Background: an optimization exercise with open tools, aiming at small area, a short achievable clock period and few clock cycles. Do not read the settings as production practice.
Where RTL was checked, it was by simulation tests only, not by an equivalence proof against the original.
Power and IR drop assume default switching activity.

Design pft_lzd, start of the top module:
module pft_lzd (
    input  wire        clk,
    input  wire        rst,           
    input  wire [7:0]  reg_addr,      
    input  wire        reg_we,
    input  wire [31:0] reg_wdata,
    output reg  [31:0] reg_rdata,
    output wire        irq,
    output reg         buf_en,
    output reg         buf_we,
    output reg  [16:0] buf_addr,
    output reg  [7:0]  buf_wdata,
    input  wire [7:0]  buf_rdata,
    output reg         out_re,
    output reg  [24:0] out_raddr,
    input  wire [7:0]  out_rdata,
    output reg         out_we,
    output reg  [24:0] out_waddr,
    output reg  [7:0]  out_wdata
);
    localparam [3:0] F_ALIGN   = 4'd2;
    localparam [3:0] F_OOB     = 4'd3;
    localparam [3:0] F_CSUM    = 4'd4;
    localparam [3:0] F_NOSIG   = 4'd5;
    localparam [3:0] F_OVERSZ  = 4'd6;
    localparam [3:0] F_INCOMPL = 4'd7;
    localparam [3:0] F_ZEROOFF = 4'd8;
    localparam [3:0] F_NOTRL   = 4'd9;
    localparam [3:0] F_OUTCAP  = 4'd10;
    localparam [3:0] F_OFFBEF  = 4'd11;
    localparam [3:0] F_ILLCMD  = 4'd12;
    localparam [4:0]
        S_IDLE  = 5'd0,
        S_CMD   = 5'd1,    
        S_CK    = 5'd2,    
        S_CKE   = 5'd3,    
        S_HDR   = 5'd4,    
        S_HDR1  = 5'd5,    
        S_HDRC  = 5'd6,    
        S_RAWC  = 5'd7,    
        S_RAW   = 5'd8,    
        S_RSKIP = 5'd9,    
        S_TOK   = 5'd10,   
        S_MSK1  = 5'd11,   
        S_CP1   = 5'd12,   
        S_EXT   = 5'd13,   
        S_CPC   = 5'd14,   
        S_CPY   = 5'd15,   
        S_TRL   = 5'd16,   
        S_TRL1  = 5'd17,   
        S_IV    = 5'd18,   
        S_XC    = 5'd19,   
        S_XR    = 5'd20,   
        S_XW    = 5'd21;   
    reg  [4:0]  state;
    reg  [1:0]  ctrl_op;
    reg         ctrl_endian;
    reg         ctrl_ie;
    reg         st_done;
    reg         st_err;
    reg  [3:0]  err_code;     
    reg         errf;         
    reg  [31:0] buf_len;
    reg  [7:0]  model;
    reg  [31:0] xbase, xivoff, xstart, xlen;
    reg  [17:0] ic;           
    reg  [25:0] oc;           
    reg  [31:0] iv0, iv1, iv2, iv3;    
    reg         kv;           
    reg  [17:0] sp;           
    reg  [31:0] acc;          
  ...
Size in the first run: ~5,600 cells after synthesis, ~510 flip-flops, ~180 I/O pins.
==> flow/config.mk <==
export PLATFORM = sky130hd
export DESIGN_NAME = pft_lzd
export DESIGN_NICKNAME = pft_lzd
export VERILOG_FILES = /design/flow/design.v
export SDC_FILE = /design/flow/constraint.sdc
export NUM_CORES = 8
export LEC_CHECK = 0
export CAP_MARGIN = 5
export CORE_MARGIN = 2
export CORE_UTILIZATION = 35
export CTS_CLUSTER_DIAMETER = 110
export CTS_CLUSTER_SIZE = 24
export SETUP_SLACK_MARGIN = 3
export SLEW_MARGIN = 5
==> flow/constraint.sdc <==
create_clock -name core_clock -period 12.0 [get_ports {clk}]
set_input_delay 2.4000 -clock core_clock [delete_from_list [all_inputs] [get_ports {clk}]]
set_output_delay 2.4000 -clock core_clock [all_outputs]
set_load 0.01 [all_outputs]
standard.sh (not shown) runs the stock make flow with config.mk's settings and CLKGATE_MAP_FILE= SYNTH_SCRIPT=/design/flow/synth_recipe.tcl, a recipe that flattens the netlist after the stock synthesis.
==> flow/flow/run.sh <==
#!/bin/bash
# Own flow: the standard layout (standard.sh, unchanged synthesis), with the
# port buffers made of sky130_fd_sc_hd__buf_1 instead of the delay buffer that
# buffer_ports picks by default (every port still gets its own buffer), and
# timing repair allowed to change a cell's footprint (MATCH_CELL_FOOTPRINT=0;
# detailed placement runs after every repair).
set -euo pipefail
W=$(pwd)
sed 's#^make -C \(.*\) "\${@:-finish}"$#make -C \1 "BUFFER_PORTS_ARGS=-buffer_cell sky130_fd_sc_hd__buf_1" MATCH_CELL_FOOTPRINT=0 "${@:-finish}"#' standard.sh > own_standard.sh
grep -q 'MATCH_CELL_FOOTPRINT=0' own_standard.sh
bash own_standard.sh finish > make_finish.log 2>&1
test -s out/final.def
Testbench counts at the start, summed over its fixed seeds: cycles 425,930.
Change:
Settings changed: CAP_MARGIN 5 to 20, CTS_CLUSTER_DIAMETER 110 to 100, CTS_CLUSTER_SIZE 24 to 20, SLEW_MARGIN 5 to 20.
Effect: The new run finished with timing, DRC and antenna clean. Setup slack improved by 110 ps. Total power is lower by 1.8%. Clock-buffer cell count went up by 6. Routed wire length barely changes. Maximum frequency went up by 1.2%. Combinational power decreases by about 4%.
Change:
==> flow/flow/run.sh (replaced) <==
#!/bin/bash
# Own flow: the standard layout (standard.sh, unchanged synthesis), with the
# port buffers made of sky130_fd_sc_hd__buf_1 instead of the delay buffer that
# buffer_ports picks by default. Every port still gets its own buffer.
set -euo pipefail
W=$(pwd)
sed 's#^make -C \(.*\) "\${@:-finish}"$#make -C \1 "BUFFER_PORTS_ARGS=-buffer_cell sky130_fd_sc_hd__buf_1" "${@:-finish}"#' standard.sh > own_standard.sh
grep -q 'BUFFER_PORTS_ARGS=-buffer_cell sky130_fd_sc_hd__buf_1' own_standard.sh
bash own_standard.sh finish > make_finish.log 2>&1
test -s out/final.def
Settings changed: CORE_UTILIZATION 35 to 45, CTS_CLUSTER_DIAMETER 100 to default, CTS_CLUSTER_SIZE 20 to default.
Outcome: Sequential power stays flat; die area fell by 22%; worst setup slack is worse by 41 ps; utilization rose by 12 points; global-route usage rose by 9.5 points; clock power rose by 54%; cell count fell by 4.9%.

========
Another version of the RTL of pft_lzd (not shown whole).
For scale: ~5800 cells after synthesis, ~510 flip-flops, roughly 180 I/O pins, roughly 0.047 mm2 of cells after synthesis.
export LEC_CHECK = 0
export CAP_MARGIN = 20
export CORE_MARGIN = 2
export CORE_UTILIZATION = 35
export SETUP_SLACK_MARGIN = 5
export SLEW_MARGIN = 20
create_clock -name core_clock -period 12.0 [get_ports {clk}]
==> flow/flow/run.sh <==
#!/bin/bash
# Own flow: the standard layout (standard.sh, unchanged synthesis), with the
# port buffers made of sky130_fd_sc_hd__buf_4 instead of the delay buffer that
# buffer_ports picks by default. Every port still gets its own buffer.
set -euo pipefail
W=$(pwd)
sed 's#^make -C \(.*\) "\${@:-finish}"$#make -C \1 "BUFFER_PORTS_ARGS=-buffer_cell sky130_fd_sc_hd__buf_4" "${@:-finish}"#' standard.sh > own_standard.sh
grep -q 'BUFFER_PORTS_ARGS=-buffer_cell sky130_fd_sc_hd__buf_4' own_standard.sh
bash own_standard.sh finish > make_finish.log 2>&1
test -s out/final.def
Edit:
Settings changed: SETUP_SLACK_MARGIN 5 to 3.
Effect: Via count falls by 3.8%; wire length went down by 5.5%; die area does not change; clock-buffer cell count falls by 1; synthesized area stays the same; worst hold slack stays flat; design area went down by 9.4%; final cell count came out lower by 3.5%; first-iteration DRC count decreases by 3.2%.
Edit:
==> flow/run.sh (new file) <==
#!/bin/bash
# synth_recipe.tcl (not shown) runs the flow's synth.tcl, then flattens the netlist and writes it again
# the make line also repeats each setting of config.mk as NAME=value (left out here)
make -C /OpenROAD-flow-scripts/flow DESIGN_CONFIG=/design/flow/config.mk WORK_HOME=/design/flow/orfs CLKGATE_MAP_FILE= SYNTH_SCRIPT=/design/flow/synth_recipe.tcl finish
Settings changed: SETUP_SLACK_MARGIN 3 to 2.5.
removed: flow/flow/run.sh
removed: flow/standard.sh
=> Count of clock-buffer cells in the layout rose by 1; wire length fell slightly; global-route usage fell by 0.50 points; power fell by a few percent; non-clock buffer count fell by 36.
Edit:
==> flow/flow/run.sh (new file) <==
#!/bin/bash
# Own flow: the standard layout (standard.sh, unchanged synthesis), with the
# port buffers made of sky130_fd_sc_hd__buf_4 instead of the delay buffer that
# buffer_ports picks by default. Every port still gets its own buffer.
set -euo pipefail
W=$(pwd)
sed 's#^make -C \(.*\) "\${@:-finish}"$#make -C \1 "BUFFER_PORTS_ARGS=-buffer_cell sky130_fd_sc_hd__buf_4" "${@:-finish}"#' standard.sh > own_standard.sh
grep -q 'BUFFER_PORTS_ARGS=-buffer_cell sky130_fd_sc_hd__buf_4' own_standard.sh
bash own_standard.sh finish > make_finish.log 2>&1
test -s out/final.def
==> flow/standard.sh (new file) <==
#!/bin/bash
# synth_recipe.tcl (not shown) runs the flow's synth.tcl, then flattens the netlist and writes it again
# the make line also repeats each setting of config.mk as NAME=value (left out here)
make -C /OpenROAD-flow-scripts/flow DESIGN_CONFIG=/design/flow/config.mk WORK_HOME=/design/flow/orfs CLKGATE_MAP_FILE= SYNTH_SCRIPT=/design/flow/synth_recipe.tcl "${@:-finish}"
Settings changed: SETUP_SLACK_MARGIN 2.5 to 4.
removed: flow/run.sh
The new run completed without violations.
Hold slack got worse by 0.0088 ns.
Cell area went up by 5.9%.
Routed wire length rose by 5.0%.
Die area stays the same.
No run of this note included a check of the RTL's function; only the layout flow was run.

## what the ideal ports hide
In the flow no input, the clock included, has a driving cell. The finished layouts below were timed again as built, in two steps. Step 1: set_driving_cell puts a clkbuf_16 on clk and a buf_2 on each other input, an assumption about the parent block. Step 2 moves the port delays by t, midway between the first and last clock arrival at a register: inputs arrive t later, outputs are due t later. That takes back most of the time a late clock gives input paths. Three values: ideal, step 1, step 2; two values: the first two.
| run | shift t [ns] | slack for setup (ns) | latest minus earliest clock arrival (ns) | worst slew at a driven data input, ns |
|---|---|---|---|---|
| the first run of note 1 | 0.772 | 2.998 / 2.977 / 2.977 | 0.098 / 0.099 | 0.10 |
| the second run of note 1 | 0.730 | 3.105 / 3.060 / 3.060 | 0.059 / 0.060 | 0.11 |
| the third run of note 1 | 0.753 | 3.065 / 2.964 / 2.964 | 0.057 / 0.058 | 0.15 |
| the first run of note 2 | 0.783 | 3.176 / 3.121 / 3.121 | 0.046 / 0.046 | 0.09 |
| the second run of note 2 | 0.763 | 3.048 / 2.970 / 2.970 | 0.042 / 0.042 | 0.11 |
| the third run of note 2 | 0.768 | 2.588 / 2.496 / 2.496 | 0.033 / 0.033 | 0.13 |
| the fourth run of note 2 | 0.784 | 3.063 / 2.983 / 2.983 | 0.041 / 0.041 | 0.11 |
After both steps every run listed still meets setup and hold. The setup slack of the third run of note 1, which loses most, moves by -0.101 ns with the drivers and by -0.101 ns with both steps.
